What follows belongs to an exercise in optimizing a design on an open flow for small area, a short achievable clock period and few clock cycles per item; a production flow would make more cautious choices. At most, simulation tests tie the RTL to the original design; equivalence was not proved. Power is estimated from default activity; no workload was simulated.

==> flow/design.v (excerpt) <==
module lpc1_cksum (
    input  wire        clk,
    input  wire        rst,
    input  wire        cmd_valid,
    output wire        cmd_ready,
    input  wire [31:0] cmd_word,
    input  wire [31:0] cmd_len,
    input  wire [23:0] cmd_fcs_in,
    input  wire        in_valid,
    output wire        in_ready,
    input  wire [31:0] in_data,
    output reg         done,
    output reg  [7:0]  code,
    output reg  [7:0]  last_op,
    output reg         match,
    output reg  [23:0] fcs_val,
    output reg  [23:0] fcs_rx,
    output reg  [16:0] fcs_cover,
    output reg  [16:0] out_len,
    output reg  [5:0]  crc6,
    output reg  [9:0]  crc10
);
Size in the first run: roughly 1,500 cells after synthesis, ~220 flip-flops, ~240 I/O pins, ~0.013 mm² of cells after synthesis.
clock: 8.0 ns
lec_check: 0
cap_margin: 20
core_margin: 2
core_utilization: 60
setup_slack_margin: 5
slew_margin: 20
synth_memory_max_bits: 8192
tns_end_percent: 0
standard.sh (not shown) runs the stock make flow with config.mk's settings and CLKGATE_MAP_FILE= SYNTH_SCRIPT=/design/flow/synth_recipe.tcl, a recipe that flattens the netlist after the stock synthesis.
==> flow/flow/run.sh <==
#!/bin/bash
# The standard layout (the standard.sh: standard synthesis, floorplan,
# placement, CTS, routing), with the ports buffered by the smallest buffer
# (sky130_fd_sc_hd__buf_1) instead of the resizer's default delay cell;
# repair_design and repair_timing resize them where needed.
set -euo pipefail
export BUFFER_PORTS_ARGS="-buffer_cell sky130_fd_sc_hd__buf_1"
bash standard.sh finish SETUP_SLACK_MARGIN=5.4 TNS_END_PERCENT=0 > standard_flow.log 2>&1
Change:
--- a/flow/flow/run.sh
+++ b/flow/flow/run.sh
@@ -8 +8 @@
-bash standard.sh finish SETUP_SLACK_MARGIN=5.4 TNS_END_PERCENT=0 > standard_flow.log 2>&1
+bash standard.sh finish > standard_flow.log 2>&1
--- a/flow/config.mk
+++ b/flow/config.mk
@@ -10 +10 @@
-export CORE_UTILIZATION = 60
+export CORE_UTILIZATION = 40
@@ -14 +13,0 @@
-export TNS_END_PERCENT = 0
- register-to-register slack is worse by 0.09 ns
- routed wire length goes up by 5.5%
- via count goes down by 2.2%
- hold slack stays flat
- synthesized cell count does not change
- fmax goes down by 4.6%
- combinational power goes down by about 3%
- utilization goes down by 24 points
- worst setup slack is worse by 0.13 ns
Change:
--- a/flow/flow/run.sh
+++ b/flow/flow/run.sh
@@ -8 +8 @@
-bash standard.sh finish > standard_flow.log 2>&1
+bash standard.sh finish SETUP_SLACK_MARGIN=5.3 TNS_END_PERCENT=0 > standard_flow.log 2>&1
What happened: The new run produced a clean layout. Worst setup slack gets better by 0.11 ns. Maximum frequency grows by 4.0%. Register-to-register slack gets better by 0.10 ns. Routed wire length rose by 2.1%. Utilization grows by 0.66 points. Combinational power goes up by about 3%. Power climbs by 1.4%. Design area came out higher by 1.4%. Worst hold slack stays flat.
Change:
--- a/flow/flow/run.sh
+++ b/flow/flow/run.sh
@@ -8 +8 @@
-bash standard.sh finish SETUP_SLACK_MARGIN=5.3 TNS_END_PERCENT=0 > standard_flow.log 2>&1
+bash standard.sh finish SETUP_SLACK_MARGIN=5.6 > standard_flow.log 2>&1
The new run completed with no timing, DRC or antenna violations.
Synthesized cell count stays the same.
Power increases by 8.2%.
Critical path depth rises by 1.
Register-to-register slack gains 0.09 ns.
Function was not checked in any run of this note: the RTL went through the layout flow alone.

lpc1_cksum, a different RTL version from the one above (not shown whole).
Size: roughly 1,500 cells after synthesis, ~220 flip-flops, roughly 240 I/O pins, roughly 13,000 um2 of cells after synthesis.
==> flow/config.mk <==
export PLATFORM = sky130hd
export DESIGN_NAME = lpc1_cksum
export DESIGN_NICKNAME = lpc1_cksum
export VERILOG_FILES = /design/flow/design.v
export SDC_FILE = /design/flow/constraint.sdc
export NUM_CORES = 4
export LEC_CHECK = 0
export CAP_MARGIN = 20
export CORE_MARGIN = 2
export CORE_UTILIZATION = 40
export CTS_CLUSTER_DIAMETER = 100
export CTS_CLUSTER_SIZE = 25
export PLACE_DENSITY = 0.75
export SETUP_SLACK_MARGIN = 5
export SLEW_MARGIN = 20
export SYNTH_HIERARCHICAL = 1
export SYNTH_MEMORY_MAX_BITS = 8192
export SYNTH_MINIMUM_KEEP_SIZE = 0
export TNS_END_PERCENT = 0
==> flow/constraint.sdc <==
create_clock -name core_clock -period 8.0 [get_ports {clk}]
set_input_delay 1.6000 -clock core_clock [delete_from_list [all_inputs] [get_ports {clk}]]
set_output_delay 1.6000 -clock core_clock [all_outputs]
set_load 0.01 [all_outputs]
==> flow/flow/run.sh <==
#!/bin/bash
set -euo pipefail
export BUFFER_PORTS_ARGS="-buffer_cell sky130_fd_sc_hd__buf_1"
bash standard.sh finish SETUP_SLACK_MARGIN=5.6 TNS_END_PERCENT=0 > standard_flow.log 2>&1
The baseline completed with no timing, DRC or antenna violations.
Testbench counts at the start, summed over its fixed seeds: cycles 10,251, items 384.
==> next run, changes <==
==> flow/flow/run.sh (replaced) <==
#!/bin/bash
set -euo pipefail
export BUFFER_PORTS_ARGS="-buffer_cell sky130_fd_sc_hd__buf_1"
bash standard.sh finish SETUP_SLACK_MARGIN=5.4 TNS_END_PERCENT=0 > standard_flow.log 2>&1
After rerunning: The new run finished with timing, DRC and antenna clean; setup slack loses 0.060 ns; wire length is lower by 1.5%; cell area drops by 2.7%; register-to-register slack loses 0.07 ns; utilization fell by 1.3 points.
==> next run, changes <==
GPL_ROUTABILITY_DRIVEN = 0   (was default)
=> Combinational power barely changes; maximum frequency decreases by 4.2%; utilization decreases by 0.43 points; synthesized area stays the same; hold slack is better by 0.0052 ns; non-clock buffer count decreases by 1.

lpc1_cksum with an RTL version that a note above also has.
For scale: ~1500 cells after synthesis, about 220 flip-flops.
clock: 8.0 ns
lec_check: 0
cap_margin: 20
core_margin: 2
core_utilization: 40
setup_slack_margin: 5
slew_margin: 20
synth_memory_max_bits: 8192
tns_end_percent: 0
==> flow/flow/run.sh <==
#!/bin/bash
# The standard layout (the standard.sh: standard synthesis, floorplan,
# placement, CTS, routing), with the ports buffered by the smallest buffer
# (sky130_fd_sc_hd__buf_1) instead of the resizer's default delay cell;
# repair_design and repair_timing resize them where needed.
set -euo pipefail
export BUFFER_PORTS_ARGS="-buffer_cell sky130_fd_sc_hd__buf_1"
bash standard.sh finish SETUP_SLACK_MARGIN=5.4 TNS_END_PERCENT=0 > standard_flow.log 2>&1
The baseline went through all stages and came out clean.
Then changed:
--- a/flow/flow/run.sh
+++ b/flow/flow/run.sh
@@ -7,2 +7,2 @@
 export BUFFER_PORTS_ARGS="-buffer_cell sky130_fd_sc_hd__buf_1"
-bash standard.sh finish SETUP_SLACK_MARGIN=5.4 TNS_END_PERCENT=0 > standard_flow.log 2>&1
+bash standard.sh finish SETUP_SLACK_MARGIN=5.3 > standard_flow.log 2>&1
TNS_END_PERCENT = default   (was 0)
Effect:
- The new run ran to the end with no violations
- via count is about the same
- total power went down by about 0.64%
- setup slack is better by 36 ps
- sequential power hardly moves
- synthesized cell count does not change
- hold slack stays flat
- register-to-register slack is better by 80 ps
- final cell count went up by 1.0%
- clock-buffer cell count went up by 2
- non-clock buffer count went up by 23
Then changed:
--- a/flow/flow/run.sh
+++ b/flow/flow/run.sh
@@ -7,2 +7,2 @@
 export BUFFER_PORTS_ARGS="-buffer_cell sky130_fd_sc_hd__buf_1"
-bash standard.sh finish SETUP_SLACK_MARGIN=5.3 > standard_flow.log 2>&1
+bash standard.sh finish SETUP_SLACK_MARGIN=5.6 TNS_END_PERCENT=0 > standard_flow.log 2>&1
The changed run went through all stages and came out clean. Synthesized cell count is unchanged. Worst setup slack improves by 10 ps. Cell count is lower by 0.87%. Design area is lower by 3.3%. Global-route usage is lower by 0.28 points. Flip-flop and latch count is unchanged. Register-to-register slack degrades by 80 ps. Combinational power is lower by about 2%. Clock power is higher by about 6%. Worst hold slack stays flat.
No functional check of the RTL was part of any run of this note.

## the previous run
Another version of the RTL of lpc1_cksum (not shown whole).
Size: roughly 1500 cells after synthesis, ~220 flip-flops, roughly 240 I/O pins, ~13000 um^2 of cells after synthesis.
Design lpc1_cksum, start of the top module:
module lpc1_cksum (
    input  wire        clk,
    input  wire        rst,
    input  wire        cmd_valid,
    output wire        cmd_ready,
    input  wire [31:0] cmd_word,
    input  wire [31:0] cmd_len,
    input  wire [23:0] cmd_fcs_in,
    input  wire        in_valid,
    output wire        in_ready,
    input  wire [31:0] in_data,
    output reg         done,
    output wire [7:0]  code,
    output reg  [7:0]  last_op,
    output reg         match,
    output reg  [23:0] fcs_val,
    output reg  [23:0] fcs_rx,
    output reg  [16:0] fcs_cover,
    output reg  [16:0] out_len,
    output reg  [5:0]  crc6,
    output reg  [9:0]  crc10
);
clock: 8.0 ns
lec_check: 0
cap_margin: 20
core_margin: 2
core_utilization: 40
setup_slack_margin: 5
slew_margin: 20
synth_memory_max_bits: 8192
tns_end_percent: 0
==> flow/flow/run.sh <==
#!/bin/bash
# The standard layout (the standard.sh: standard synthesis, floorplan,
# placement, CTS, routing), with the ports buffered by the smallest buffer
# (sky130_fd_sc_hd__buf_1) instead of the resizer's default delay cell;
# repair_design and repair_timing resize them where needed.
set -euo pipefail
export BUFFER_PORTS_ARGS="-buffer_cell sky130_fd_sc_hd__buf_1"
bash standard.sh finish SETUP_SLACK_MARGIN=5.4 TNS_END_PERCENT=0 > standard_flow.log 2>&1
Testbench counts of the previous run, summed over its fixed seeds: cycles 10,251, items 384.
Input changes introduced in the current run (baseline for comparison: the previous run):
diff --git a/flow/config.mk b/flow/config.mk
--- a/flow/config.mk
+++ b/flow/config.mk
@@ -9,4 +9,7 @@
 export CORE_MARGIN = 2
 export CORE_UTILIZATION = 40
+export CTS_CLUSTER_DIAMETER = 100
+export CTS_CLUSTER_SIZE = 25
+export PLACE_DENSITY = 0.75
 export SETUP_SLACK_MARGIN = 5
 export SLEW_MARGIN = 20
Findings:
The current run finished every step from synthesis to the final layout, and the layout passed the timing, DRC and antenna checks.
The previous run -> the current run: sequential cell area flat
Worst path required time in the current run is 40 ps lower than in the previous run
Changes observed in the current run relative to the previous run: core utilization went down 1.8 points, non-clock buffer count went down about 2.7%, via count went up 203.
The clock insertion delay at the later pin of the skew report of the current run falls short of that of the previous run by 30 ps.
Compared with the previous run, the current run shows a lower layout overhead on the synthesized area.
Comparing the current run and the previous run, slack of the worst reg-to-reg path is higher on the previous run.

what the ideal ports hide:
In the flow no input, the clock included, has a driving cell. The finished layouts below were timed again as built, in two steps. Step 1, drivers: a clkbuf_16 drives clk and a buf_2 each remaining input, both assumed. Step 2 times the ports against the registers' clock, not the clock port: input delays grow and output delays shrink by t, the midpoint of the rising clock arrivals with the driver on. Slacks: no drivers / after step 1 / after step 2; pairs: no drivers / after step 1.
run	shift t [ns]	setup WS [ns]	latest minus earliest clock arrival (ns)
the first run of note 1	0.583	5.222 / 5.211 / 4.704	0.024 / 0.025
the second run of note 1	0.582	5.087 / 5.038 / 4.558	0.020 / 0.020
the third run of note 1	0.576	5.198 / 5.148 / 4.688	0.016 / 0.016
the fourth run of note 1	0.593	5.281 / 5.230 / 4.814	0.019 / 0.018
the first run of note 2	0.535	5.288 / 5.237 / 4.816	0.026 / 0.026
the second run of note 2	0.534	5.228 / 5.228 / 4.750	0.024 / 0.023
the third run of note 2	0.524	5.105 / 5.113 / 4.589	0.027 / 0.027
the first run of note 3	0.575	5.252 / 5.202 / 4.735	0.017 / 0.017
the second run of note 3	0.582	5.288 / 5.266 / 4.735	0.016 / 0.016
the third run of note 3	0.574	5.298 / 5.251 / 4.752	0.016 / 0.016
the previous run	0.573	5.155 / 5.121 / 4.611	0.023 / 0.023
the current run	0.536	5.121 / 5.123 / 4.614	0.043 / 0.043
After both steps every run listed still meets setup and hold. For the second run of note 3, which loses most, drivers alone change the setup slack by -0.022 ns; drivers and shift together by -0.553 ns.
